What follows belongs to an exercise in optimizing a design on an open flow for small area; a production flow would make more cautious choices.
Function was checked by simulation only, so behaviour that the tests miss may differ from the original.
The flow treats the clock pin as an ideal source, which a real chip does not have.
No activity file was given, so power comes from the tool's default toggle rates.

## pico_i2c_slave
module pico_i2c_slave (
    input  wire       clk,
    input  wire       rst,
    input  wire       scl_i,
    input  wire       sda_i,
    output wire       sda_o,
    output reg        rx_ovf,
    output reg        tx_ovf,
    output reg  [1:0] diag_code
);
Size in the first run: ~270 cells after synthesis, about 9 I/O pins, ~1900 µm² of cells after synthesis.
Settings: LEC_CHECK=0, CAP_MARGIN=20, CORE_MARGIN=2, CORE_UTILIZATION=40, SLEW_MARGIN=20; clock period 10.0 ns.
standard.sh (not shown) runs the stock make flow with config.mk's settings and CLKGATE_MAP_FILE= SYNTH_SCRIPT=/design/flow/synth_recipe.tcl, a recipe that flattens the netlist after the stock synthesis.
==> flow/flow/run.sh <==
#!/bin/bash
# Layout flow: the standard synthesis, then the combinational logic of
# the synthesized netlist is re-mapped by ABC with a stronger area script
# (flip-flops keep their instances, names and cell types), then the rest of
# the standard layout from floorplan to finish, with the smallest buffer
# (buf_1) as the port buffer that every input and output port gets, and a
# clock tree of clkbuf_4 buffers without dummy loads.
# Each tool's full output goes to a log file in this folder.
set -euo pipefail
HERE=$(pwd)
RES=$HERE/orfs/results/${FLOW_PLATFORM:-sky130hd}/pico_i2c_slave/base
YOSYS=$FLOW_HOME/../tools/install/yosys/bin/yosys
[ -x "$YOSYS" ] || YOSYS=yosys

bash standard.sh synth > standard_synth.log 2>&1

cp $RES/1_2_yosys.v $HERE/synth_standard.v
export LIB=$FLOW_HOME/platforms/sky130hd/lib/sky130_fd_sc_hd__tt_025C_1v80.lib
export IN_V=$HERE/synth_standard.v
export TOP=${FLOW_TOP:-pico_i2c_slave}
export DONT_USE="$(sed -n '/^export DONT_USE_CELLS/,/^#/p' $FLOW_HOME/platforms/sky130hd/config.mk | grep -o 'sky130_fd_sc_hd__[a-z0-9_]*' | tr '\n' ' ')"
export KEEP_CELLS="$(grep -o 'sky130_fd_sc_hd__[a-z0-9_]*' $IN_V | sort -u | grep -E '__(df|edf|sdf|dl|conb|tap|fill|decap|diode)' | tr '\n' ' ')"
# Several ABC scripts (an iterated rewrite script, and deep synthesis with
# four fixed seeds), run in parallel; the smallest result is used.
VARIANTS="a b0 b1 b2 b3"
for v in $VARIANTS; do
  ( export ABC_SCRIPT=$HERE/flow/reopt_$v.abc OUT_V=$HERE/synth_reopt_$v
    $YOSYS -c $HERE/flow/reopt.tcl > reopt_yosys_$v.log 2>&1
    python3 $HERE/flow/pick_top.py $OUT_V.all $OUT_V.v $TOP > pick_top_$v.log 2>&1 ) &
done
wait
best=""; best_area=""
for v in $VARIANTS; do
  [ -s $HERE/synth_reopt_$v.v ] || { echo "script $v: failed" >> reopt_choice.log; continue; }
  area=$(grep "Chip area for top module" $HERE/synth_reopt_$v.stat | awk '{print $NF}')
  [ -n "$area" ] || continue
  echo "script $v: area $area" >> reopt_choice.log
  if [ -z "$best" ] || awk "BEGIN{exit !($area < $best_area)}"; then best=$v; best_area=$area; fi
done
echo "using script $best" >> reopt_choice.log
cp $HERE/synth_reopt_$best.v $HERE/synth_reopt.v

# Hand the re-mapped netlist to the rest of the standard flow.
cp $HERE/synth_reopt.v $RES/1_2_yosys.v
touch $RES/1_2_yosys.v
export BUFFER_PORTS_ARGS="-buffer_cell sky130_fd_sc_hd__buf_1"
export PRE_CTS_TCL=$HERE/flow/pre_cts.tcl CTS_NBUF=1 CTS_BUF=sky130_fd_sc_hd__clkbuf_16
export CTS_ARGS="-clk_nets clk -repair_clock_nets -buf_list sky130_fd_sc_hd__clkbuf_8 -dont_use_dummy_load"
bash standard.sh finish > standard_finish.log 2>&1
==> flow/flow/pre_cts.tcl <==
# Clock buffering done here instead of by TritonCTS: the flip-flops are split
# into CTS_NBUF groups by position (left to right), and one buffer of type
# CTS_BUF placed at the centre of each group drives the group's clock pins.
# The clock port drives only these buffers; TritonCTS is then run on the
# clock port's net alone.
set block [ord::get_db_block]
set db [ord::get_db]
set nbuf $::env(CTS_NBUF)
set master [$db findMaster $::env(CTS_BUF)]
set clknet [$block findNet clk]
set sinks {}
foreach iterm [$clknet getITerms] {
  set loc [[$iterm getInst] getLocation]
  lappend sinks [list [lindex $loc 0] [lindex $loc 1] $iterm]
}
set sinks [lsort -integer -index 0 $sinks]
set n [llength $sinks]
for {set g 0} {$g < $nbuf} {incr g} {
  set lo [expr {($g * $n) / $nbuf}]
  set hi [expr {(($g + 1) * $n) / $nbuf - 1}]
  set inst [odb::dbInst_create $block $master clkbuf_root_$g]
  set net [odb::dbNet_create $block clk_root_$g]
  $net setSigType CLOCK
  set sx 0; set sy 0; set k 0
  foreach s [lrange $sinks $lo $hi] {
    set iterm [lindex $s 2]
    set sx [expr {$sx + [lindex $s 0]}]
    set sy [expr {$sy + [lindex $s 1]}]
    incr k
    $iterm disconnect
    $iterm connect $net
  }
  [$inst findITerm A] connect $clknet
  [$inst findITerm X] connect $net
  $inst setLocation [expr {$sx / $k}] [expr {$sy / $k}]
  $inst setPlacementStatus PLACED
  puts "pre_cts: clkbuf_root_$g drives $k clock pins"
}
global_connect
Other scripts of this flow, unchanged in this note and not shown: flow/flow/pick_top.py, flow/flow/reopt.tcl, flow/flow/reopt_a.abc, flow/flow/reopt_b0.abc, flow/flow/reopt_b1.abc, flow/flow/reopt_b2.abc, flow/flow/reopt_b3.abc
The starting point ran to the end with no violations.
==> next run, changes <==
--- a/flow/flow/run.sh
+++ b/flow/flow/run.sh
@@ -47,2 +47 @@
-export PRE_CTS_TCL=$HERE/flow/pre_cts.tcl CTS_NBUF=1 CTS_BUF=sky130_fd_sc_hd__clkbuf_16
-export CTS_ARGS="-clk_nets clk -repair_clock_nets -buf_list sky130_fd_sc_hd__clkbuf_8 -dont_use_dummy_load"
+export CTS_ARGS="-sink_clustering_enable -repair_clock_nets -buf_list sky130_fd_sc_hd__clkbuf_4 -dont_use_dummy_load"
removed: flow/flow/pre_cts.tcl
- worst hold slack is worse by 0.014 ns
- clock power increases by about a fifth
- flip-flop and latch count does not change
- design area rose slightly
- cell count goes up slightly
- setup slack gets better by 0.14 ns
- wire length is higher slightly
- combinational power is about the same
- register-to-register slack hardly moves
- via count is higher slightly
==> next run, changes <==
--- a/flow/config.mk
+++ b/flow/config.mk
@@ -10 +10 @@
-export CORE_UTILIZATION = 40
+export CORE_UTILIZATION = 60
Effect: The new run completed with no timing, DRC or antenna violations; setup slack got worse by 0.047 ns; global-route usage is higher by 8.6 points; clock-buffer cell count does not change; wire length falls by 4.3%; clock skew came out lower by 0.016 ns; register-to-register slack gets better by 0.10 ns; design area falls by 0.50%; hold slack gets better by 0.0034 ns; die area decreases by 32%; total power hardly moves.
==> next run, changes <==
--- a/flow/flow/run.sh
+++ b/flow/flow/run.sh
@@ -6,2 +6,3 @@
-# (buf_1) as the port buffer that every input and output port gets, and a
-# clock tree of clkbuf_4 buffers without dummy loads.
+# (buf_1) as the port buffer that every input and output port gets, and the
+# clock buffered by one clkbuf_16 (flow/pre_cts.tcl, run before TritonCTS)
+# that drives all flip-flop clock pins.
@@ -47 +48,2 @@
-export CTS_ARGS="-sink_clustering_enable -repair_clock_nets -buf_list sky130_fd_sc_hd__clkbuf_4 -dont_use_dummy_load"
+export PRE_CTS_TCL=$HERE/flow/pre_cts.tcl CTS_NBUF=1 CTS_BUF=sky130_fd_sc_hd__clkbuf_16
+export CTS_ARGS="-clk_nets clk -repair_clock_nets -buf_list sky130_fd_sc_hd__clkbuf_16 -dont_use_dummy_load"
==> flow/flow/pre_cts.tcl (new file) <==
# Clock buffering done here instead of by TritonCTS: the flip-flops are split
# into CTS_NBUF groups by position (left to right), and one buffer of type
# CTS_BUF placed at the centre of each group drives the group's clock pins.
# The clock port drives only these buffers; TritonCTS is then run on the
# clock port's net alone.
set block [ord::get_db_block]
set db [ord::get_db]
set nbuf $::env(CTS_NBUF)
set master [$db findMaster $::env(CTS_BUF)]
set clknet [$block findNet clk]
set sinks {}
foreach iterm [$clknet getITerms] {
  set loc [[$iterm getInst] getLocation]
  lappend sinks [list [lindex $loc 0] [lindex $loc 1] $iterm]
}
set sinks [lsort -integer -index 0 $sinks]
set n [llength $sinks]
for {set g 0} {$g < $nbuf} {incr g} {
  set lo [expr {($g * $n) / $nbuf}]
  set hi [expr {(($g + 1) * $n) / $nbuf - 1}]
  set inst [odb::dbInst_create $block $master clkbuf_root_$g]
  set net [odb::dbNet_create $block clk_root_$g]
  $net setSigType CLOCK
  set sx 0; set sy 0; set k 0
  foreach s [lrange $sinks $lo $hi] {
    set iterm [lindex $s 2]
    set sx [expr {$sx + [lindex $s 0]}]
    set sy [expr {$sy + [lindex $s 1]}]
    incr k
    $iterm disconnect
    $iterm connect $net
  }
  [$inst findITerm A] connect $clknet
  [$inst findITerm X] connect $net
  $inst setLocation [expr {$sx / $k}] [expr {$sy / $k}]
  $inst setPlacementStatus PLACED
  puts "pre_cts: clkbuf_root_$g drives $k clock pins"
}
global_connect
--- a/flow/config.mk
+++ b/flow/config.mk
@@ -10 +10 @@
-export CORE_UTILIZATION = 60
+export CORE_UTILIZATION = 40
Outcome: Cell count rises by 1.2%; utilization fell by 21 points; routed wire length went up by 3.4%; total power fell by 4.1%; sequential share of layout area is about the same; clock power is lower by 17%; cell area stays flat; synthesized area stays the same; combinational power climbs by about 3%; worst setup slack got worse by 0.091 ns.
==> next run, changes <==
--- a/flow/flow/run.sh
+++ b/flow/flow/run.sh
@@ -6,3 +6,2 @@
-# (buf_1) as the port buffer that every input and output port gets, and the
-# clock buffered by one clkbuf_16 (flow/pre_cts.tcl, run before TritonCTS)
-# that drives all flip-flop clock pins.
+# (buf_1) as the port buffer that every input and output port gets, and a
+# clock tree of clkbuf_4 buffers without dummy loads.
@@ -48,2 +47 @@
-export PRE_CTS_TCL=$HERE/flow/pre_cts.tcl CTS_NBUF=1 CTS_BUF=sky130_fd_sc_hd__clkbuf_16
-export CTS_ARGS="-clk_nets clk -repair_clock_nets -buf_list sky130_fd_sc_hd__clkbuf_16 -dont_use_dummy_load"
+export CTS_ARGS="-sink_clustering_enable -repair_clock_nets -buf_list sky130_fd_sc_hd__clkbuf_4 -dont_use_dummy_load"
--- a/flow/config.mk
+++ b/flow/config.mk
@@ -10 +10 @@
-export CORE_UTILIZATION = 40
+export CORE_UTILIZATION = 75
removed: flow/flow/pre_cts.tcl
Outcome: The new run produced a clean layout. Maximum frequency is higher slightly. Area after synthesis is unchanged. Global-route usage is higher by 18 points. Wire length is higher by a few percent. Hold slack barely changes. Design area shrinks slightly. Power grows by a few percent. Sequential share of layout area increases by 0.27 points. Sequential power stays flat. Die area shrinks by well over a third.

separate check: timing with driven ports:
The flow's constraints put no driver on any port. The routed layouts listed below were extracted and timed again, unchanged, in two steps.
Step 1 (the two cells are an assumption about what drives the block):
set clk [get_ports {clk}]
set_driving_cell -lib_cell sky130_fd_sc_hd__clkbuf_16 $clk
set_driving_cell -lib_cell sky130_fd_sc_hd__buf_2 [delete_from_list [all_inputs] $clk]
Step 2 also shifts input and output timing later by t, the mid clock arrival at the registers, as if the neighbouring blocks saw the same clock.
Slacks: ideal / step 1 / step 2; pairs: ideal / step 1.
run | t, ns | setup WS [ns] | worst setup path after step 2
the first run | 0.207 | 5.168 / 5.177 / 4.970 | input to register
the second run | 0.343 | 5.306 / 5.307 / 4.964 | input to register
the third run | 0.351 | 5.259 / 5.260 / 4.909 | input to register
the fourth run | 0.207 | 5.168 / 5.177 / 4.970 | input to register
the fifth run | 0.352 | 5.261 / 5.264 / 4.912 | input to register
After both steps setup and hold are still met in every run listed. For the third run, which loses most, drivers alone change the setup slack by +0.001 ns; drivers and shift together by -0.350 ns.
